This is an optimization exercise on Yosys and OpenROAD, whose aim is small area, a short achievable clock period and few clock cycles per item, not a production implementation.
Function was checked by simulation only, so behaviour that the tests miss may differ from the original.
Power is estimated from default activity; no workload was simulated.

==> flow/design.v <==
module feistel_round_engine (
    input  wire        clk,
    input  wire        rst,         
    input  wire        bus_we,
    input  wire        bus_re,
    input  wire [6:0]  bus_addr,
    input  wire [31:0] bus_wdata,
    output reg  [31:0] bus_rdata
);
    localparam [1:0] ST_IDLE = 2'd0, ST_BUSY = 2'd1, ST_DONE = 2'd2, ST_ERROR = 2'd3;
    localparam [1:0] ERR_NONE = 2'd0, ERR_LEN = 2'd1, ERR_VAR = 2'd2;
    localparam [31:0]  DELTA32  = 32'h9E3779B9;
    localparam [127:0] DELTA128 = 128'h9E3779B97F4A7C15F39CC0605CEDC834;
    localparam [127:0] K_D    = DELTA128;
    localparam [127:0] K_2D   = DELTA128 << 1;
    localparam [31:0]  K_D32   = DELTA32;
    localparam [31:0]  K_2D32  = DELTA32 << 1;
    reg [31:0]  cmd_q;
    reg [1:0]   status_q;
    reg [1:0]   err_q;
    reg [255:0] din_q;     
    reg [255:0] kin_q;
    reg [255:0] dout_q;    
    reg [255:0] key_q;     
    reg [127:0] rc_q;      
    reg [7:0]   cnt_q;     
    reg         ph_q;      
    reg         fst_q;     
    reg [127:0] sk_q;      
    wire       busy   = (status_q == ST_BUSY);
    wire [1:0] vr     = cmd_q[6:5];
    wire       dec    = cmd_q[0];
    wire       wide   = vr[1];
    wire       v0     = (vr == 2'd0);
    wire       last   = (cnt_q == 8'd0);
    reg        fwd_q;                            
    wire       fwd    = fwd_q;
    wire       fin    = last && ph_q;
    wire [7:0] n_std  = v0 ? 8'd32 : 8'd64;
    wire [7:0] n_cmd  = cmd_q[1] ? n_std : cmd_q[15:8];
    wire       wr_cmd = bus_we && (bus_addr[6:2] == 5'd0);
    wire [1:0] w_var  = bus_wdata[6:5];
    wire       w_bad  = (bus_wdata[4:2] != 3'd0) || bus_wdata[7] || (w_var == 2'd3);
    wire [7:0] w_bb   = w_var[1] ? 8'd32 : 8'd8;
    wire [7:0] w_kb   = (w_var == 2'd0) ? 8'd16 : 8'd32;
    wire       w_len  = (bus_wdata[23:16] == w_bb) && (bus_wdata[31:24] == w_kb);
    wire [7:0] w_n    = bus_wdata[1] ? ((w_var == 2'd0) ? 8'd32 : 8'd64) : bus_wdata[15:8];
    wire       w_go   = wr_cmd && !w_bad && w_len;       
    wire       w_run  = w_go && (w_n != 8'd0);           
    wire [7:0] kb [0:31];
    genvar gi;
    generate for (gi = 0; gi < 32; gi = gi + 1) begin : g_kb
        assign kb[gi] = key_q[8*gi +: 8];
    end endgenerate
    wire [127:0] sum1, sum2;
    wire [7:0] s1b [0:15];
    wire [7:0] s2b [0:15];
    generate for (gi = 0; gi < 16; gi = gi + 1) begin : g_sb
        assign s1b[gi] = sum1[8*gi +: 8];
        assign s2b[gi] = sum2[8*gi +: 8];
    end endgenerate
    wire [7:0] k1f0 [0:15], k1f1 [0:31], k1f2 [0:31];
    wire [7:0] k1b0 [0:15], k1b1 [0:31], k1b2 [0:31];
    wire [255:0] k2f0, k2f1, k2f2, k2b0, k2b1, k2b2;
    generate for (gi = 0; gi < 32; gi = gi + 1) begin : g_k1
        if (gi < 16) begin : g_v0
            if (gi < 4) begin : g_lo
                assign k1f0[gi] = s1b[gi];
            end else begin : g_hi
                assign k1f0[gi] = kb[(gi + 7) % 16];
            end
            if ((gi + 16 - 7) % 16 < 4) begin : g_blo
                assign k1b0[gi] = s1b[(gi + 16 - 7) % 16];
            end else begin : g_bhi
                assign k1b0[gi] = kb[(gi + 16 - 7) % 16];
            end
        end
        if (gi < 4) begin : g_v1lo
            assign k1f1[gi] = s1b[gi];
        end else begin : g_v1hi
            assign k1f1[gi] = kb[(gi + 11) % 32];
        end
        if ((gi + 32 - 11) % 32 < 4) begin : g_v1blo
            assign k1b1[gi] = s1b[(gi + 32 - 11) % 32];
        end else begin : g_v1bhi
            assign k1b1[gi] = kb[(gi + 32 - 11) % 32];
        end
        if (gi < 16) begin : g_v2lo
            assign k1f2[gi] = s1b[gi];
        end else begin : g_v2hi
            assign k1f2[gi] = kb[(gi + 13) % 32];
        end
        if ((gi + 32 - 13) % 32 < 16) begin : g_v2blo
            assign k1b2[gi] = s1b[(gi + 32 - 13) % 32];
        end else begin : g_v2bhi
            assign k1b2[gi] = kb[(gi + 32 - 13) % 32];
        end
    end endgenerate
    generate for (gi = 0; gi < 32; gi = gi + 1) begin : g_k2
        if (gi < 16) begin : g_v0
            if (gi < 4) begin : g_lo
                assign k2f0[8*gi +: 8] = s2b[gi];
            end else begin : g_hi
                assign k2f0[8*gi +: 8] = k1f0[(gi + 7) % 16];
            end
            if ((gi + 16 - 7) % 16 < 4) begin : g_blo
                assign k2b0[8*gi +: 8] = s2b[(gi + 16 - 7) % 16];
            end else begin : g_bhi
                assign k2b0[8*gi +: 8] = k1b0[(gi + 16 - 7) % 16];
            end
        end else begin : g_v0u
            assign k2f0[8*gi +: 8] = k2f1[8*gi +: 8];
            assign k2b0[8*gi +: 8] = k2b1[8*gi +: 8];
        end
        if (gi < 4) begin : g_v1lo
            assign k2f1[8*gi +: 8] = s2b[gi];
        end else begin : g_v1hi
            assign k2f1[8*gi +: 8] = k1f1[(gi + 11) % 32];
        end
        if ((gi + 32 - 11) % 32 < 4) begin : g_v1blo
            assign k2b1[8*gi +: 8] = s2b[(gi + 32 - 11) % 32];
        end else begin : g_v1bhi
            assign k2b1[8*gi +: 8] = k1b1[(gi + 32 - 11) % 32];
        end
        if (gi < 16) begin : g_v2lo
            assign k2f2[8*gi +: 8] = s2b[gi];
        end else begin : g_v2hi
            assign k2f2[8*gi +: 8] = k1f2[(gi + 13) % 32];
        end
        if ((gi + 32 - 13) % 32 < 16) begin : g_v2blo
            assign k2b2[8*gi +: 8] = s2b[(gi + 32 - 13) % 32];
        end else begin : g_v2bhi
            assign k2b2[8*gi +: 8] = k1b2[(gi + 32 - 13) % 32];
        end
    end endgenerate
    wire [127:0] a1f = wide ? {kb[28], kb[27], kb[26], kb[25], kb[24], kb[23], kb[22], kb[21],
                               kb[20], kb[19], kb[18], kb[17], kb[16], kb[15], kb[14], kb[13]} :
                       v0   ? {kb[28], kb[27], kb[26], kb[25], kb[24], kb[23], kb[22], kb[21],
                               kb[20], kb[19], kb[18], kb[17], kb[10], kb[9], kb[8], kb[7]} :
                              {kb[28], kb[27], kb[26], kb[25], kb[24], kb[23], kb[22], kb[21],
                               kb[20], kb[19], kb[18], kb[17], kb[14], kb[13], kb[12], kb[11]};
    wire [127:0] x1  = fwd ? a1f : key_q[127:0];
    wire [127:0] y   = rc_q;
    wire         cin = !fwd;
    wire [105:0] add1lo = {1'b0, x1[103:0], 1'b1} + {1'b0, y[103:0], cin};
    wire         c104   = add1lo[105];
    wire [23:0]  p0     = x1[127:104] + y[127:104];
    wire [23:0]  p1     = p0 + 24'd1;
    assign sum1 = {c104 ? p1 : p0, add1lo[104:1]};
    wire [127:0] a2f_e = wide ? {k1f2[28], k1f2[27], k1f2[26], k1f2[25], k1f2[24], k1f2[23], k1f2[22],
                                 k1f2[21], k1f2[20], k1f2[19], k1f2[18], k1f2[17], k1f2[16], 24'd0} :
                         v0   ? {96'd0, k1f0[10], k1f0[9], k1f0[8], k1f0[7]} :
                                {96'd0, k1f1[14], k1f1[13], k1f1[12], k1f1[11]};
    wire [24:0]  t1lo  = {key_q[23:0], 1'b1} + {rc_q[23:0], 1'b1};
    wire [127:0] s2b_x = wide ? {t1lo[24:1], k1b2[12], k1b2[11], k1b2[10], k1b2[9], k1b2[8], k1b2[7], k1b2[6],
                                 k1b2[5], k1b2[4], k1b2[3], k1b2[2], k1b2[1], k1b2[0]} :
                         v0   ? {96'd0, k1b0[3], k1b0[2], k1b0[1], k1b0[0]} :
                                {96'd0, k1b1[3], k1b1[2], k1b1[1], k1b1[0]};
    wire [127:0] x2  = fwd ? (a2f_e | {104'd0, wide ? p0 : 24'd0}) : s2b_x;
    wire [127:0] x2c = a2f_e | {104'd0, p1};
    wire [127:0] kd  = {DELTA128[127:32], wide ? DELTA128[31:0] : DELTA32};
    wire [127:0] cs_s  = x2 ^ y ^ kd;
    wire [127:0] cs_c  = (x2 & y) | (x2 & kd) | (y & kd);
    wire [127:0] cs_sc = x2c ^ y ^ kd;
    wire [127:0] cs_cc = (x2c & y) | (x2c & kd) | (y & kd);
    wire [127:0] e2  = cs_s + {cs_c[126:0], cin};
    wire [127:0] e2c = cs_sc + {cs_cc[126:0], cin};
    assign sum2 = (wide && fwd && c104) ? e2c : e2;
    wire [127:0] sb_b = wide ? {k1b2[15], k1b2[14], k1b2[13], k1b2[12], k1b2[11], k1b2[10], k1b2[9], k1b2[8],
                                k1b2[7], k1b2[6], k1b2[5], k1b2[4], k1b2[3], k1b2[2], k1b2[1], k1b2[0]} :
                        v0   ? {96'd0, k1b0[3], k1b0[2], k1b0[1], k1b0[0]} :
                               {96'd0, k1b1[3], k1b1[2], k1b1[1], k1b1[0]};
    wire [127:0] sk_int = fwd ? sum1 : sb_b;
    wire         k_act = busy && !fin;
    wire         s_f0 = k_act && fwd && v0;
    wire         s_f1 = k_act && fwd && (vr == 2'd1);
    wire         s_f2 = k_act && fwd && wide;
    wire         s_b0 = k_act && !fwd && v0;
    wire         s_b1 = k_act && !fwd && (vr == 2'd1);
    wire         s_b2 = k_act && !fwd && wide;
    wire         s_ld = !busy && w_run;
    wire [255:0] key_next =
        ({256{s_ld}} & kin_q) |
        ({{128{s_f0 | s_f1}}, {128{s_f1}}} & k2f1) | ({128'd0, {128{s_f0}}} & k2f0[127:0]) |
        ({256{s_f2}} & k2f2) |
        ({{128{s_b0 | s_b1}}, {128{s_b1}}} & k2b1) | ({128'd0, {128{s_b0}}} & k2b0[127:0]) |
        ({256{s_b2}} & k2b2);
    wire         rc_sw  = dec && !ph_q && last;
    wire [127:0] rc_k   = rc_sw ? {K_D[127:32], wide ? K_D[31:0] : K_D32} :
                                  {K_2D[127:32], wide ? K_2D[31:0] : K_2D32};
    wire [127:0] rc_sum = rc_q + rc_k;
    wire [127:0] rc_step = rc_sw ? ~rc_sum : rc_sum;
    function [127:0] lanes_of;    
        input         w;
        input [127:0] v;
        begin
            lanes_of = v;
            if (!w) begin
                lanes_of[39:32]  = v[15:8];
                lanes_of[71:64]  = v[23:16];
                lanes_of[103:96] = v[31:24];
            end
        end
    endfunction
    function [127:0] f_round;
        input         w;
        input [127:0] x;
        input [127:0] s;
        reg   [31:0]  a0, a1, a2, a3, b0, b1, b2, b3;
        begin
            a0 = x[31:0];
            a1 = {x[60:32],  x[63:61]};
            a2 = {x[84:64],  x[95:85]};
            a3 = {x[108:96], x[127:109]};
            if (!w) begin
                a1[7:0] = {x[38:32], x[39]};
                a2[7:0] = {x[68:64], x[71:69]};
                a3[7:0] = {x[98:96], x[103:99]};
            end
            a0 = a0 ^ s[31:0];
            a1 = a1 ^ s[63:32];
            a2 = a2 ^ s[95:64];
            a3 = a3 ^ s[127:96];
            b0 = ~(a0 ^ a1 ^ a3 ^ (a2 & a3));
            b1 = a0 ^ a2 ^ (a0 & a1) ^ (a0 & a3) ^ (a1 & a3) ^ (a2 & a3)
                 ^ (a0 & a1 & a3) ^ (a0 & a2 & a3) ^ (a1 & a2 & a3);
            b2 = a1 ^ a2 ^ a3 ^ (a0 & a2) ^ (a0 & a1 & a3) ^ (a1 & a2 & a3);
            b3 = a1 ^ (a0 & a1) ^ (a0 & a2) ^ (a0 & a3) ^ (a2 & a3) ^ (a0 & a2 & a3);
            f_round[31:0]   = b1 ^ b2 ^ b3;
            f_round[63:32]  = b0 ^ b2 ^ b3;
            f_round[95:64]  = b0 ^ b1 ^ b3;
            f_round[127:96] = b0 ^ b1 ^ b2;
            if (!w) begin
                f_round[7:0]   = b1[7:0];
                f_round[39:32] = b2[7:0];
                f_round[71:64] = b3[7:0];
                f_round[103:96] = b0[7:0];
            end
        end
    endfunction
    wire [127:0] la  = lanes_of(wide, dout_q[127:0]);
    wire [127:0] lb  = lanes_of(wide, wide ? dout_q[255:128] : {dout_q[255:64], dout_q[63:32]});
    wire [127:0] sy  = lanes_of(wide, key_q[127:0]);
    wire [127:0] fx  = f_round(wide, la, sk_q);
    wire [127:0] lb2 = lb ^ (fx & {128{!fst_q}});
    wire [127:0] fy  = f_round(wide, lb2, sy);
    wire [127:0] la2 = la ^ fy;
    wire [255:0] blk_new = wide ? {lb2, la2} :
        {dout_q[255:64], lb2[103:96], lb2[71:64], lb2[39:32], lb2[7:0],
                         la2[103:96], la2[71:64], la2[39:32], la2[7:0]};
    always @(*) begin
        case (bus_addr[6:5])
            2'd0: begin
                if (bus_addr[4:2] == 3'd0)
                    bus_rdata = cmd_q;
                else if (bus_addr[4:2] == 3'd1)
                    bus_rdata = {22'd0, err_q, 6'd0, status_q};
                else
                    bus_rdata = 32'd0;
            end
            2'd1:    bus_rdata = {24'd0, din_q[bus_addr[4:0]*8 +: 8]};
            2'd2:    bus_rdata = {24'd0, kin_q[bus_addr[4:0]*8 +: 8]};
            default: bus_rdata = {24'd0, dout_q[bus_addr[4:0]*8 +: 8]};
        endcase
    end
    wire wr_din = bus_we && (bus_addr[6:5] == 2'd1);
    wire wr_kin = bus_we && (bus_addr[6:5] == 2'd2);
    wire weA    = ph_q && !(last && dec);
    wire weB    = ph_q;
    integer i;
    always @(posedge clk) begin
        if (rst) begin
            cmd_q    <= 32'd0;
            status_q <= ST_IDLE;
            err_q    <= ERR_NONE;
            dout_q   <= 256'd0;
            key_q    <= 256'd0;
            rc_q     <= 128'd0;
            sk_q     <= 128'd0;
        end else if (busy) begin
            key_q <= key_next;
            rc_q  <= fin ? 128'd0 : rc_step;
            sk_q  <= fin ? 128'd0 : lanes_of(wide, sk_int);
            if (fin)
                status_q <= ST_DONE;
            if (wide) begin
                if (weA) dout_q[127:0]   <= blk_new[127:0];
                if (weB) dout_q[255:128] <= blk_new[255:128];
            end else begin
                if (weA) dout_q[31:0]    <= blk_new[31:0];
                if (weB) dout_q[63:32]   <= blk_new[63:32];
            end
        end else begin
            key_q <= key_next;
            sk_q  <= 128'd0;
            rc_q  <= w_run ? {DELTA128[127:32], w_var[1] ? DELTA128[31:0] : DELTA32} : 128'd0;
            if (wr_cmd) begin
                cmd_q <= bus_wdata;
                if (w_bad) begin
                    status_q <= ST_ERROR;
                    err_q    <= ERR_VAR;
                end else if (!w_len) begin
                    status_q <= ST_ERROR;
                    err_q    <= ERR_LEN;
                end else begin
                    status_q <= (w_n == 8'd0) ? ST_DONE : ST_BUSY;
                    err_q    <= ERR_NONE;
                    for (i = 0; i < 32; i = i + 1)
                        if (i < 8 || w_var[1])
                            dout_q[8*i +: 8] <= din_q[8*i +: 8];
                end
            end
        end
    end
    wire [7:0] wbyte = rst ? 8'd0 : bus_wdata[7:0];
    always @(posedge clk) begin
        for (i = 0; i < 32; i = i + 1) begin
            if (rst || (wr_din && !busy && bus_addr[4:0] == i))
                din_q[8*i +: 8] <= wbyte;
            if (rst || (wr_kin && !busy && bus_addr[4:0] == i))
                kin_q[8*i +: 8] <= wbyte;
        end
    end
    always @(posedge clk) begin
        fst_q <= 1'b0;
        if (!busy || (!ph_q && last && dec))
            fwd_q <= !busy;
        if (!busy) begin
            cnt_q <= bus_wdata[0] ? w_n - 8'd1 : 8'd0;
            ph_q  <= 1'b0;
        end else if (!ph_q && last) begin
            cnt_q <= dec ? n_cmd : n_cmd - 8'd1;
            ph_q  <= 1'b1;
            fst_q <= dec;
        end else begin
            cnt_q <= cnt_q - 8'd1;
        end
    end
endmodule
==> flow/run.sh <==
#!/bin/bash
# synth_recipe.tcl (not shown) runs the flow's synth.tcl, then flattens the netlist and writes it again
# the make line also repeats each setting of config.mk as NAME=value (left out here)
make -C /OpenROAD-flow-scripts/flow DESIGN_CONFIG=/design/flow/config.mk WORK_HOME=/design/flow/orfs CLKGATE_MAP_FILE= SYNTH_SCRIPT=/design/flow/synth_recipe.tcl finish
==> flow/config.mk <==
export PLATFORM = sky130hd
export DESIGN_NAME = feistel_round_engine
export DESIGN_NICKNAME = feistel_round_engine
export VERILOG_FILES = /design/flow/design.v
export SDC_FILE = /design/flow/constraint.sdc
export NUM_CORES = 4
export LEC_CHECK = 0
export CAP_MARGIN = 20
export CELL_PAD_IN_SITES_DETAIL_PLACEMENT = 1
export CELL_PAD_IN_SITES_GLOBAL_PLACEMENT = 2
export CORE_MARGIN = 2
export CORE_UTILIZATION = 55
export SLEW_MARGIN = 20
==> flow/constraint.sdc <==
create_clock -name core_clock -period 10.0 [get_ports {clk}]
set_input_delay 2.0000 -clock core_clock [delete_from_list [all_inputs] [get_ports {clk}]]
set_output_delay 2.0000 -clock core_clock [all_outputs]
set_load 0.01 [all_outputs]
==> results of run 1 <==
## cell usage after synthesis (79+ instances only)
cell type  count
and3_1       108
a22oi_1      538
mux2_2       182
a21o_1       416
and2_1       133
o21a_1        82
nand3_1      237
xnor2_1     1321
o22ai_1      148
inv_1        646
clkbuf_1     930
a221oi_1     332
a21oi_1     1295
ha_1         896
nor2b_1      113
a211oi_1     128
xor2_1       582
nor3_1       348
nand2b_1     111
nand4_1      193
o21bai_1     133
dfxtp_1      814
nor2_1      1391
nand2_1     1425
buf_1        193
xnor3_1      108
a22o_1       186
nor4_1        94
or3_1         79
mux2i_1      332
a31oi_1      163
o21ai_0      891
edfxtp_1     513
## cell families after synthesis
kind of cell             Yosys count  synth area share (%)
adder cells (fa/ha/maj)          933                 9.072
flip-flops                      1327                 24.06
AND/OR/NAND/NOR                 4470                 15.62
multiplexers                     590                 5.340
AO/OA/AOI/OAI                   5016                 25.33
XOR/XNOR                        2066                 15.32
buffers and inverters           1816                 5.254
==> metrics.md, run 1 <==
| Metric | Value |
|---|---|
| Mapped Area | `0.1317 mm²` |
| Sequential element share of the synthesized area | `24.06%` |
| Synthesized instance count | `16220` |
| Most used DFF post-synth | `dfxtp_1` |
| Net count after synthesis | `17190` |
| Post-synth ARST share | `0%` |
| Synth cell types | `126` |
| Std cell rows | `179` |
| Syn. warnings | `1` |
| Outcome | `aborted with a tool error` |
| Area leader, netlist | `dfxtp_1` |
| Number of synthesized flops with an enable pin | `513` |
| Die Wd | `493.4 µm` |
| Initial core utilization | `55.34%` |
| Top cells by area, synth | `dfxtp_1 12%, edfxtp_1 12%, xnor2_1 8.8%` |
| #FFs+latches synth | `1327` |
| Post-synthesis average cell area | `8.123 µm²` |
| Stopped at | `3_1_place_gp_skip_io` |
| Top-area cell type share of the netlist area | `12.37%` |
| Die Ht | `493.4 µm` |
| Error msg | `[ERROR GPL-0301] Utilization 101.413 % exceeds 100%.` |
Testbench counts, summed over its fixed seeds: cycles 13,600, items 96.
==> inputs of run 2 (changes only) <==
--- a/flow/design.v
+++ b/flow/design.v
@@ -27,6 +27,7 @@
     reg         ph_q;      
     reg         fst_q;     
     reg [127:0] sk_q;      
+    reg [23:0]  p0_q;      
     wire       busy   = (status_q == ST_BUSY);
     wire [1:0] vr     = cmd_q[6:5];
     wire       dec    = cmd_q[0];
@@ -144,7 +145,7 @@
     wire         cin = !fwd;
     wire [105:0] add1lo = {1'b0, x1[103:0], 1'b1} + {1'b0, y[103:0], cin};
     wire         c104   = add1lo[105];
-    wire [23:0]  p0     = x1[127:104] + y[127:104];
+    wire [23:0]  p0     = fwd ? p0_q : x1[127:104] + y[127:104];
     wire [23:0]  p1     = p0 + 24'd1;
     assign sum1 = {c104 ? p1 : p0, add1lo[104:1]};
     wire [127:0] a2f_e = wide ? {k1f2[28], k1f2[27], k1f2[26], k1f2[25], k1f2[24], k1f2[23], k1f2[22],
@@ -156,8 +157,9 @@
                                  k1b2[5], k1b2[4], k1b2[3], k1b2[2], k1b2[1], k1b2[0]} :
                          v0   ? {96'd0, k1b0[3], k1b0[2], k1b0[1], k1b0[0]} :
                                 {96'd0, k1b1[3], k1b1[2], k1b1[1], k1b1[0]};
-    wire [127:0] x2  = fwd ? (a2f_e | {104'd0, wide ? p0 : 24'd0}) : s2b_x;
-    wire [127:0] x2c = a2f_e | {104'd0, p1};
+    wire [23:0]  p1q = p0_q + 24'd1;
+    wire [127:0] x2  = fwd ? (a2f_e | {104'd0, wide ? p0_q : 24'd0}) : s2b_x;
+    wire [127:0] x2c = a2f_e | {104'd0, p1q};
     wire [127:0] kd  = {DELTA128[127:32], wide ? DELTA128[31:0] : DELTA32};
     wire [127:0] cs_s  = x2 ^ y ^ kd;
     wire [127:0] cs_c  = (x2 & y) | (x2 & kd) | (y & kd);
@@ -277,10 +279,12 @@
             key_q    <= 256'd0;
             rc_q     <= 128'd0;
             sk_q     <= 128'd0;
+            p0_q     <= 24'd0;
         end else if (busy) begin
             key_q <= key_next;
             rc_q  <= fin ? 128'd0 : rc_step;
             sk_q  <= fin ? 128'd0 : lanes_of(wide, sk_int);
+            p0_q  <= fin ? 24'd0 : sum1[79:56] + rc_step[127:104];
             if (fin)
                 status_q <= ST_DONE;
             if (wide) begin
@@ -293,6 +297,7 @@
         end else begin
             key_q <= key_next;
             sk_q  <= 128'd0;
+            p0_q  <= w_run ? kin_q[231:208] + DELTA128[127:104] : 24'd0;
             rc_q  <= w_run ? {DELTA128[127:32], w_var[1] ? DELTA128[31:0] : DELTA32} : 128'd0;
             if (wr_cmd) begin
                 cmd_q <= bus_wdata;
==> metrics.md, run 2 <==
| Metric | Value |
|---|---|
| Outcome | `aborted with a tool error` |
| Stopped at | `3_1_place_gp_skip_io` |
| Error msg | `[ERROR GPL-0301] Utilization 101.134 % exceeds 100%.` |
| Synth cell count leaders | `1504 x nand2_1, 1351 x xnor2_1, 1297 x nor2_1` |
| Mapped Area | `0.1345 mm² (+2.1%)` |
| Syn. warnings | `1 (unchanged)` |
| Std cell rows | `181 (+1.1%)` |
| Area leader, netlist | `dfxtp_1` |
| Most frequent cell after synthesis | `nand2_1` |
| Synthesized instance count | `16510 (+1.8%)` |
| Initial core utilization | `55.29% (about the same)` |
| Top cells by area, synth | `dfxtp_1 12%, edfxtp_1 11%, xnor2_1 8.8%` |
| Number of synthesized flops with an enable pin | `513 (unchanged)` |
| Net count after synthesis | `17490 (+1.7%)` |
| Post-synth ARST share | `0% (unchanged)` |
| Top-area cell type share of the netlist area | `12.47% (+0.10 points)` |
| Post-synthesis average cell area | `8.146 µm² (+0.28%)` |
| Most used DFF post-synth | `dfxtp_1` |
| Die Wd | `498.5 µm (+1.0%)` |
| Die Ht | `498.5 µm (+1.0%)` |
| #FFs+latches synth | `1351 (+1.8%)` |
| Synth cell types | `114 (-9.5%)` |
| Sequential element share of the synthesized area | `23.93% (-0.13 points)` |
==> run 2: cell count changes after synthesis, sizes merged, moves of 43 or more <==
cell	previous run	this run
a222oi	3	191
a22o	186	32
a221oi	336	189
a21oi	1300	1176
nor2	1395	1297
o21ai	908	1004
nand2	1426	1504
nor3	354	287
a22oi	538	477
a211oi	130	179
a31oi	163	212
mux2	184	228
and3	109	152
==> run 2: logic make-up after synthesis <==
group / share of synthesized area [%]
AOI/OAI and AO/OA: 25.26
xor gates and xnor gates: 15.19
DFF: 23.93
buffers and inverters: 5.213
adders and majority gates: 8.987
muxes: 5.569
and+or+nand+nor: 15.86
Testbench counts of run 2, summed over its fixed seeds: cycles 13,600, items 96.
==> inputs of run 3 (changes only) <==
--- a/flow/config.mk
+++ b/flow/config.mk
@@ -9,5 +9,6 @@
 export CELL_PAD_IN_SITES_DETAIL_PLACEMENT = 1
 export CELL_PAD_IN_SITES_GLOBAL_PLACEMENT = 2
 export CORE_MARGIN = 2
-export CORE_UTILIZATION = 55
+export CORE_UTILIZATION = 30
+export SETUP_SLACK_MARGIN = 2.5
 export SLEW_MARGIN = 20
==> metrics.md, run 3 <==
| Metric | Value |
|---|---|
| Die Wd | `673.6 µm (+35%)` |
| Post-synthesis average cell area | `8.146 µm² (unchanged)` |
| Final wirelength | `1077 mm` |
| Final hold violations | `0` |
| Hold path cells | `2` |
| Max-Cap Viols | `0` |
| Vias in the first global route | `137000` |
| Commonest non-fill, non-tap cell in the layout | `nand2_1` |
| Crit path capture | `p0_q[19]$_SDFF_PP0_` |
| Inserted Clock Buffers | `185` |
| Data arrival, critical path | `9140 ps` |
| Final setup viols | `0` |
| I/O pin count | `75` |
| Worst reg-to-reg path cell count | `36` |
| Clock skew | `79.03 ps` |
| CP Launch Type | `register` |
| Drt first pass iters | `10` |
| Initial antenna violation count | `223` |
| Mapped Area | `0.1345 mm² (unchanged)` |
| Max Fclk | `120.3 MHz` |
| Layout cells sized above 1 | `14.42%` |
| Std cell rows | `245 (+35%)` |
| Die Ht | `673.6 µm (+35%)` |
| Dpl cell area | `0.1468 mm²` |
| Crit path kind | `register to register` |
| DIE AREA | `0.4537 mm²` |
| Top-area cell type share of the netlist area | `12.47% (unchanged)` |
| Clock sink count | `1351` |
| Final min period | `8311 ps` |
| Final #Nets | `17640` |
| Hpwl dp | `878.3 mm` |
| Top cells by area, synth | `dfxtp_1 12%, edfxtp_1 11%, xnor2_1 8.8%` |
| WL per Instance | `47.04 µm` |
| CTS tree | `yes` |
| Tightest hold margin | `452.3 ps` |
| Clock transition time at the flip-flop clock pins of the worst setup and hold paths | `60 ps` |
| Placed cell count | `22250` |
| GP Congestion | `1.108` |
| Worst Hold Class | `register to register` |
| Grt total ovfl | `0` |
| Sequential element share of the synthesized area | `23.93% (unchanged)` |
| Clk latency of the worst-skew pair | `1000 ps` |
| Synth cell count leaders | `1504 x nand2_1, 1351 x xnor2_1, 1297 x nor2_1` |
| Port-buffer cells | `73` |
| Initial core utilization | `30.17% (-25 points)` |
| GRT Util Overall | `45.50%` |
| RSZ-0062 raised after global routing | `true` |
| Post-route insts no fill | `22900` |
| Critical Path Slowest Stage Cell | `a2111oi_4` |
| CP max FO | `30` |
| Outcome | `timing/DRC/antenna clean` |
| Crit. Startpoint | `cmd_q[5]$_SDFFE_PP0P_` |
| Post-Layout Inst Area | `0.1583 mm²` |
| Max clock buf depth | `4` |
| WP data required | `10830 ps` |
| Layout area overhead | `17.67%` |
| TNS Setup | `0 ps` |
| DR DRC count | `0` |
| Largest stage delay, worst path | `480 ps` |
| Area leader, netlist | `dfxtp_1` |
| Leak pwr | `64.09 nW` |
| Core Footprint | `0.4457 mm²` |
| Period utilization | `83.11%` |
| Root Driver | `clkbuf_16` |
| Synth cell types | `114 (unchanged)` |
| R2r startpoint | `cmd_q[5]$_SDFFE_PP0P_` |
| FF-to-FF End | `p0_q[19]$_SDFF_PP0_` |
| Pin slew with the least headroom to its limit | `1401 ps` |
| Post-route ant nets | `0` |
| Max-slew headroom | `5.957%` |
| Net count after synthesis | `17490 (unchanged)` |
| Most frequent cells in the layout | `1485 x nand2_1, 1262 x xnor2_1, 1260 x nor2_1` |
| Max Slew Vio Count | `0` |
| Post-synth ARST share | `0% (unchanged)` |
| Synthesized instance count | `16510 (unchanged)` |
| Most frequent cell after synthesis | `nand2_1` |
| Total vias in the final route | `148300` |
| R2R Setup Slk | `1690 ps` |
| Syn. warnings | `1 (unchanged)` |
| VDD IR max | `163.7 µV` |
| Most used cell, CP | `a21oi_2` |
| Element type at the critical path end | `register` |
| Via-to-Cell Ratio | `6.477` |
| First-pass GRT wire length | `1377 mm` |
| Pwr Density | `95.49 mW/mm²` |
| Largest net degree at the start of global routing | `145` |
| #FFs+latches synth | `1351 (unchanged)` |
| CTS H-tree lvls | `4` |
| Most used DFF post-synth | `dfxtp_1` |
| Number of synthesized flops with an enable pin | `513 (unchanged)` |
| DR iter-0 viols | `21580` |
-- run 3: cell counts after synthesis --
Identical to the previous run, type by type.
-- run 3: worst min-delay path by stage --
stage / endpoint / from / slack (ps)
5_1_grt: cmd_q[30]$_SDFFE_PP0P_ / cmd_q[30]$_SDFFE_PP0P_ / 470
6_report: cmd_q[17]$_SDFFE_PP0P_ / cmd_q[17]$_SDFFE_PP0P_ / 450
4_1_cts: cmd_q[29]$_SDFFE_PP0P_ / cmd_q[29]$_SDFFE_PP0P_ / 450
2_1_floorplan: err_q[0]$_SDFFE_PP0P_ / err_q[0]$_SDFFE_PP0P_ / 430
3_5_place_dp: cmd_q[29]$_SDFFE_PP0P_ / cmd_q[29]$_SDFFE_PP0P_ / 440
3_3_place_gp: cmd_q[30]$_SDFFE_PP0P_ / cmd_q[30]$_SDFFE_PP0P_ / 440
-- run 3: worst max-delay path: cells and delay by family (launching register included) --
family	cells	cell delay, ps
AOI/OAI and AO/OA	19	3970
and+or+nand+nor	5	750
DFF	1	360
buffers and inverters	5	980
adders and majority gates	2	790
muxes	3	700
xor gates and xnor gates	2	530
-- run 3: logic make-up after synthesis --
kind of cell	synth area share [%]
XOR/XNOR	15.19
flip-flops	23.93
buffers and inverters	5.213
AND/OR/NAND/NOR	15.86
multiplexers	5.569
adder cells (fa/ha/maj)	8.987
AO/OA/AOI/OAI	25.26
-- run 3: per-layer routing --
layer / track usage [%] / vias up / wire (µm)
met5: 0 / - / 190
met4: 37.38 / 28 / 107900
li1: - / 61150 / -
met2: 66.08 / 8974 / 443200
met3: 12.05 / 2304 / 106000
met1: 56.27 / 75840 / 419800
-- run 3: area by class of cell --
class	count	area, µm²
Fill cell	52190	287500
Multi-Input combinational cell	13320	99050
Sequential cell	1351	32240
Timing Repair Buffer	1144	10010
Tap cell	5928	7417
Clock buffer	229	4970
Inverter	663	2530
Clock inverter	112	1672
Antenna cell	148	370.4
-- run 3: repair_timing --
action / 4_1_cts / 5_1_grt
setup buffers: 70 / 72
cloned: 6 / 6
hold buffers: 0 / 0
setup endpoints to repair: 293 / 175
resized for setup: 298 / 250
pin swaps: 73 / 85
-- run 3: metrics by stage --
stage / total power, mW / util [%] / setup slack [ps]
5_1_grt: 15.27 / 35.44 / 1373
6_report: 15.11 / 35.51 / 1689
2_1_floorplan: 6.630 / - / 2132
3_3_place_gp: 7.405 / 32.92 / 232.8
3_5_place_dp: 7.405 / 32.94 / 284.3
4_1_cts: 15.02 / 34.95 / 1820
-- run 3: where the power goes --
| group | internal (mW) | switching [mW] | total (mW) |
|---|---|---|---|
| clock | 4.38 | 3.30 | 7.68 |
| combinational | 0.382 | 0.932 | 1.31 |
| sequential | 5.86 | 0.263 | 6.12 |
==> inputs of run 4 (changes only) <==
--- a/flow/design.v
+++ b/flow/design.v
@@ -145,6 +145,9 @@
     wire         cin = !fwd;
     wire [105:0] add1lo = {1'b0, x1[103:0], 1'b1} + {1'b0, y[103:0], cin};
     wire         c104   = add1lo[105];
+    wire [104:0] add1w  = {1'b0, kb[25], kb[24], kb[23], kb[22], kb[21], kb[20], kb[19], kb[18],
+                           kb[17], kb[16], kb[15], kb[14], kb[13]} + {1'b0, rc_q[103:0]};
+    wire         c104w  = add1w[104];
     wire [23:0]  p0     = fwd ? p0_q : x1[127:104] + y[127:104];
     wire [23:0]  p1     = p0 + 24'd1;
     assign sum1 = {c104 ? p1 : p0, add1lo[104:1]};
@@ -167,7 +170,7 @@
     wire [127:0] cs_cc = (x2c & y) | (x2c & kd) | (y & kd);
     wire [127:0] e2  = cs_s + {cs_c[126:0], cin};
     wire [127:0] e2c = cs_sc + {cs_cc[126:0], cin};
-    assign sum2 = (wide && fwd && c104) ? e2c : e2;
+    assign sum2 = (wide && fwd && c104w) ? e2c : e2;
     wire [127:0] sb_b = wide ? {k1b2[15], k1b2[14], k1b2[13], k1b2[12], k1b2[11], k1b2[10], k1b2[9], k1b2[8],
                                 k1b2[7], k1b2[6], k1b2[5], k1b2[4], k1b2[3], k1b2[2], k1b2[1], k1b2[0]} :
                         v0   ? {96'd0, k1b0[3], k1b0[2], k1b0[1], k1b0[0]} :
@@ -192,6 +195,7 @@
                                   {K_2D[127:32], wide ? K_2D[31:0] : K_2D32};
     wire [127:0] rc_sum = rc_q + rc_k;
     wire [127:0] rc_step = rc_sw ? ~rc_sum : rc_sum;
+    wire [127:0] rc_2d   = rc_q + K_2D;     
     function [127:0] lanes_of;    
         input         w;
         input [127:0] v;
@@ -204,39 +208,49 @@
             end
         end
     endfunction
+function [3:0] sbw;   
+        input [3:0] n;
+        case (n)
+            4'd0: sbw = 4'd14; 4'd1: sbw = 4'd13; 4'd2: sbw = 4'd12; 4'd3: sbw = 4'd5;
+            4'd4: sbw = 4'd8;  4'd5: sbw = 4'd7;  4'd6: sbw = 4'd10; 4'd7: sbw = 4'd15;
+            4'd8: sbw = 4'd11; 4'd9: sbw = 4'd2;  4'd10: sbw = 4'd4; 4'd11: sbw = 4'd1;
+            4'd12: sbw = 4'd9; 4'd13: sbw = 4'd6; 4'd14: sbw = 4'd0; default: sbw = 4'd3;
+        endcase
+    endfunction
+    function [3:0] sbn;   
+        input [3:0] n;
+        case (n)
+            4'd0: sbn = 4'd8;  4'd1: sbn = 4'd1;  4'd2: sbn = 4'd6;  4'd3: sbn = 4'd10;
+            4'd4: sbn = 4'd11; 4'd5: sbn = 4'd4;  4'd6: sbn = 4'd5;  4'd7: sbn = 4'd15;
+            4'd8: sbn = 4'd2;  4'd9: sbn = 4'd14; 4'd10: sbn = 4'd13; 4'd11: sbn = 4'd7;
+            4'd12: sbn = 4'd12; 4'd13: sbn = 4'd3; 4'd14: sbn = 4'd0; default: sbn = 4'd9;
+        endcase
+    endfunction
     function [127:0] f_round;
         input         w;
         input [127:0] x;
         input [127:0] s;
-        reg   [31:0]  a0, a1, a2, a3, b0, b1, b2, b3;
+        reg   [127:0] a;
+        reg   [3:0]   o;
+        integer p;
         begin
-            a0 = x[31:0];
-            a1 = {x[60:32],  x[63:61]};
-            a2 = {x[84:64],  x[95:85]};
-            a3 = {x[108:96], x[127:109]};
+            a[31:0]   = x[31:0];
+            a[63:32]  = {x[60:32],  x[63:61]};
+            a[95:64]  = {x[84:64],  x[95:85]};
+            a[127:96] = {x[108:96], x[127:109]};
             if (!w) begin
-                a1[7:0] = {x[38:32], x[39]};
-                a2[7:0] = {x[68:64], x[71:69]};
-                a3[7:0] = {x[98:96], x[103:99]};
+                a[39:32]  = {x[38:32], x[39]};
+                a[71:64]  = {x[68:64], x[71:69]};
+                a[103:96] = {x[98:96], x[103:99]};
             end
-            a0 = a0 ^ s[31:0];
-            a1 = a1 ^ s[63:32];
-            a2 = a2 ^ s[95:64];
-            a3 = a3 ^ s[127:96];
-            b0 = ~(a0 ^ a1 ^ a3 ^ (a2 & a3));
-            b1 = a0 ^ a2 ^ (a0 & a1) ^ (a0 & a3) ^ (a1 & a3) ^ (a2 & a3)
-                 ^ (a0 & a1 & a3) ^ (a0 & a2 & a3) ^ (a1 & a2 & a3);
-            b2 = a1 ^ a2 ^ a3 ^ (a0 & a2) ^ (a0 & a1 & a3) ^ (a1 & a2 & a3);
-            b3 = a1 ^ (a0 & a1) ^ (a0 & a2) ^ (a0 & a3) ^ (a2 & a3) ^ (a0 & a2 & a3);
-            f_round[31:0]   = b1 ^ b2 ^ b3;
-            f_round[63:32]  = b0 ^ b2 ^ b3;
-            f_round[95:64]  = b0 ^ b1 ^ b3;
-            f_round[127:96] = b0 ^ b1 ^ b2;
-            if (!w) begin
-                f_round[7:0]   = b1[7:0];
-                f_round[39:32] = b2[7:0];
-                f_round[71:64] = b3[7:0];
-                f_round[103:96] = b0[7:0];
+            a = a ^ s;
+            for (p = 0; p < 32; p = p + 1) begin
+                o = (w || p >= 8) ? sbw({a[96+p], a[64+p], a[32+p], a[p]})
+                                  : sbn({a[96+p], a[64+p], a[32+p], a[p]});
+                f_round[p]    = o[0];
+                f_round[32+p] = o[1];
+                f_round[64+p] = o[2];
+                f_round[96+p] = o[3];
             end
         end
     endfunction
@@ -284,7 +298,7 @@
             key_q <= key_next;
             rc_q  <= fin ? 128'd0 : rc_step;
             sk_q  <= fin ? 128'd0 : lanes_of(wide, sk_int);
-            p0_q  <= fin ? 24'd0 : sum1[79:56] + rc_step[127:104];
+            p0_q  <= fin ? 24'd0 : sum1[79:56] + rc_2d[127:104];
             if (fin)
                 status_q <= ST_DONE;
             if (wide) begin
--- a/flow/config.mk
+++ b/flow/config.mk
@@ -10,5 +10,5 @@
 export CELL_PAD_IN_SITES_GLOBAL_PLACEMENT = 2
 export CORE_MARGIN = 2
 export CORE_UTILIZATION = 30
-export SETUP_SLACK_MARGIN = 2.5
+export SETUP_SLACK_MARGIN = 3.5
 export SLEW_MARGIN = 20
==> metrics.md, run 4 <==
| Metric | Value |
|---|---|
| Clock transition time at the flip-flop clock pins of the worst setup and hold paths | `70 ps (about the same)` |
| Worst Hold Class | `register to register` |
| TNS Setup | `0 ps (unchanged)` |
| Most frequent cell after synthesis | `nand2_1` |
| First-pass GRT wire length | `1423 mm (+3.3%)` |
| Largest stage delay, worst path | `510 ps (+30 ps)` |
| Net count after synthesis | `17070 (-2.4%)` |
| Area leader, netlist | `dfxtp_1` |
| CP max FO | `8 (-73%)` |
| Final hold violations | `0 (unchanged)` |
| Max Fclk | `144.3 MHz (+20%)` |
| Pin slew with the least headroom to its limit | `1414 ps (+13.68 ps)` |
| Data arrival, critical path | `7760 ps (-1380 ps)` |
| CTS tree | `yes` |
| Mapped Area | `0.1288 mm² (-4.2%)` |
| Top-area cell type share of the netlist area | `13.03% (+0.55 points)` |
| Initial antenna violation count | `307 (+38%)` |
| Inserted Clock Buffers | `188 (+1.6%)` |
| Die Ht | `659.2 µm (-2.1%)` |
| Layout cells sized above 1 | `18.77% (+4.4 points)` |
| Initial core utilization | `30.14% (-0.037 points)` |
| DR iter-0 viols | `25550 (+18%)` |
| Core Footprint | `0.4273 mm² (-4.1%)` |
| Layout area overhead | `22.82%` |
| DIE AREA | `0.4345 mm² (-4.2%)` |
| Met1 WL | `446.7 mm (+6.4%)` |
| Hpwl dp | `907.1 mm (+3.3%)` |
| Top cells by area, synth | `dfxtp_1 13%, ha_1 12%, edfxtp_1 12%` |
| GRT Util Overall | `49.68% (+4.2 points)` |
| Vias in the first global route | `135400 (-1.2%)` |
| Largest net degree at the start of global routing | `126 (-13%)` |
| Most frequent cells in the layout | `1463 x nand2_1, 1198 x nor2_1, 1111 x a21oi_1, 1111 x ha_1, 1061 x buf_4` |
| Crit path kind | `register to register` |
| Max-slew headroom | `4.719% (-1.2 points)` |
| Period utilization | `69.32% (-14 points)` |
| Met2 WL | `432.0 mm (-2.5%)` |
| Total vias in the final route | `150200 (+1.3%)` |
| I/O pin count | `75 (unchanged)` |
| RSZ-0062 raised after global routing | `true` |
| DR DRC count | `0 (unchanged)` |
| Buf+Inv Stages, Crit Path | `5 (unchanged)` |
| Cell family with most CP delay | `compound AO/OA/AOI/OAI gates` |
| Post-CTS Hold Buffers | `0 (unchanged)` |
| Critical Path Slowest Stage Cell | `a21oi_1` |
| CP Launch Type | `register` |
| Met3 routed WL | `155.0 mm (+46%)` |
| Number of synthesized flops with an enable pin | `513 (unchanged)` |
| VDD IR max | `148.8 µV (-9.1%)` |
| Clk latency of the worst-skew pair | `1020 ps (+20 ps)` |
| Synthesized instance count | `15760 (-4.6%)` |
| Leak pwr | `64.03 nW (about the same)` |
| Clock skew | `121.8 ps (+42.76 ps)` |
| Commonest non-fill, non-tap cell in the layout | `nand2_1` |
| Sequential element share of the synthesized area | `24.99% (+1.1 points)` |
| Max clock buf depth | `4 (unchanged)` |
| Post-synth ARST share | `0% (unchanged)` |
| #FFs+latches synth | `1351 (unchanged)` |
| Max-Cap Viols | `0 (unchanged)` |
| R2R Setup Slk | `3070 ps (+1380 ps)` |
| Element type at the critical path end | `register` |
| Pwr Density | `93.80 mW/mm² (-1.8%)` |
| Final #Nets | `17460 (-1.0%)` |
| Highest routed layer | `met5` |
| Most used cell, CP | `buf_6` |
| Drt first pass iters | `13 (+3)` |
| WP data required | `10830 ps (about the same)` |
| GP Congestion | `1.150 (+3.8%)` |
| Root Driver | `clkbuf_16` |
| Max Slew Vio Count | `0 (unchanged)` |
| Port-buffer cells | `73 (unchanged)` |
| Final WS setup | `3068 ps (+1379 ps)` |
| Final wirelength | `1127 mm (+4.7%)` |
| Most used DFF post-synth | `dfxtp_1` |
| Via-to-Cell Ratio | `6.762 (+4.4%)` |
| Final setup viols | `0 (unchanged)` |
| Post-synthesis average cell area | `8.173 µm² (+0.34%)` |
| Die Wd | `659.2 µm (-2.1%)` |
| Tightest hold margin | `453.2 ps (+0.9020 ps)` |
| Grt total ovfl | `0 (unchanged)` |
| Clock sink count | `1351 (unchanged)` |
| Synth cell count leaders | `1495 x nand2_1, 1275 x nor2_1, 1232 x ha_1` |
| WL per Instance | `50.75 µm (+7.9%)` |
| Syn. warnings | `1 (unchanged)` |
| CTS H-tree lvls | `4 (unchanged)` |
| Post-route ant nets | `0 (unchanged)` |
| Outcome | `timing/DRC/antenna clean` |
| Final min period | `6932 ps (-1379 ps)` |
| Synth cell types | `114 (unchanged)` |
| Std cell rows | `240 (-2.0%)` |
| Pre-CTS setup slack | `962.8 ps (+678.6 ps)` |
-- run 4: repair_timing --
action,CTS,global route
resized for setup,910,521
gates cloned,30,3
buffers inserted,218,91
endpoints found under the setup margin,505,272
pin swaps,186,210
-- run 4: kinds of logic after synthesis --
family	Yosys count	share of synthesized area (%)
compound gates	4950	25.48
xor+xnor	1191	8.247
fa+ha+maj	1270	12.56
buf+inv	1954	5.830
flops	1351	24.99
mux	848	8.117
simple gates	4193	14.77
-- run 4: area by class of cell --
type,count,area (µm²)
clock buffers,219,4992
repair inverters,2,17.52
diodes,223,558.0
repair buffers,1366,12960
multi-input cells,12460,95780
well taps,5687,7116
flip-flops and latches,1351,32300
fillers,49540,269100
clock inverters,129,1430
inverters,782,3005
-- run 4: worst paths after layout --
kind	startpoint	end	depth (start not counted)
min reg2reg	cmd_q[22]$_SDFFE_PP0P_	cmd_q[22]$_SDFFE_PP0P_	2
min	cmd_q[22]$_SDFFE_PP0P_	cmd_q[22]$_SDFFE_PP0P_	2
max	fwd_q$_DFFE_PP_	p0_q[22]$_SDFF_PP0_	27
max reg2reg	fwd_q$_DFFE_PP_	p0_q[22]$_SDFF_PP0_	27
-- run 4: metrics by stage --
stage          total power [mW]  util [%]  instances  instance area (µm²)
2_1_floorplan             6.555         -      15760               129100
3_3_place_gp              7.235     32.97      21290               140900
3_5_place_dp              7.239     32.98      21290               140900
4_1_cts                   14.68     36.06      21890               154100
5_1_grt                   14.95     36.92      22060               157800
6_report                  14.84     37.02      22210               158200
-- run 4: metal layers --
metal | track usage [%] | up-vias
met5 | 0.1219 | -
met4 | 34.25 | 115
met3 | 21.75 | 2918
met2 | 66.49 | 11320
met1 | 63.16 | 76910
li1 | - | 58950
-- run 4: worst min-delay path, stage by stage (launching register included) --
cell and delay, ps:
dfxtp_1 300, nand2_1 50, a21oi_1 50
-- run 4: power by group --
| group | switching [mW] | internal (mW) | total, mW |
|---|---|---|---|
| Sequential | 0.244 | 5.86 | 6.10 |
| Combinational | 0.894 | 0.376 | 1.27 |
| Clock | 3.32 | 4.14 | 7.46 |
| Total | 4.46 | 10.4 | 14.8 |
Testbench counts of run 4, summed over its fixed seeds: cycles 13,600, items 96.

[what the ideal ports hide]
Ports are ideal in the flow. The routed layouts listed here were re-timed in OpenROAD. Step 1: set_driving_cell puts a clkbuf_16 on clk and a buf_2 on each other input, an assumption about the parent block. Step 2 also shifts input and output timing later by t, the mid clock arrival at the registers, as if the neighbouring blocks saw the same clock. a / b / c = ideal ports / drivers / drivers and shift; a / b = the first two.
run | t (ns) | slack for setup (ns) | worst hold slack (ns) | worst setup path after step 2 | pins driven straight from the clock port
run 3 | 1.087 | 1.689 / 1.689 / 1.689 | 0.452 / 0.452 / 0.452 | register to register | 1
run 4 | 1.079 | 3.068 / 3.068 / 2.692 | 0.453 / 0.453 / 0.453 | input to register | 1
After both steps setup and hold are still met in every run listed. The setup slack of run 4, which loses most, moves by 0.000 ns with the drivers and by -0.376 ns with both steps.
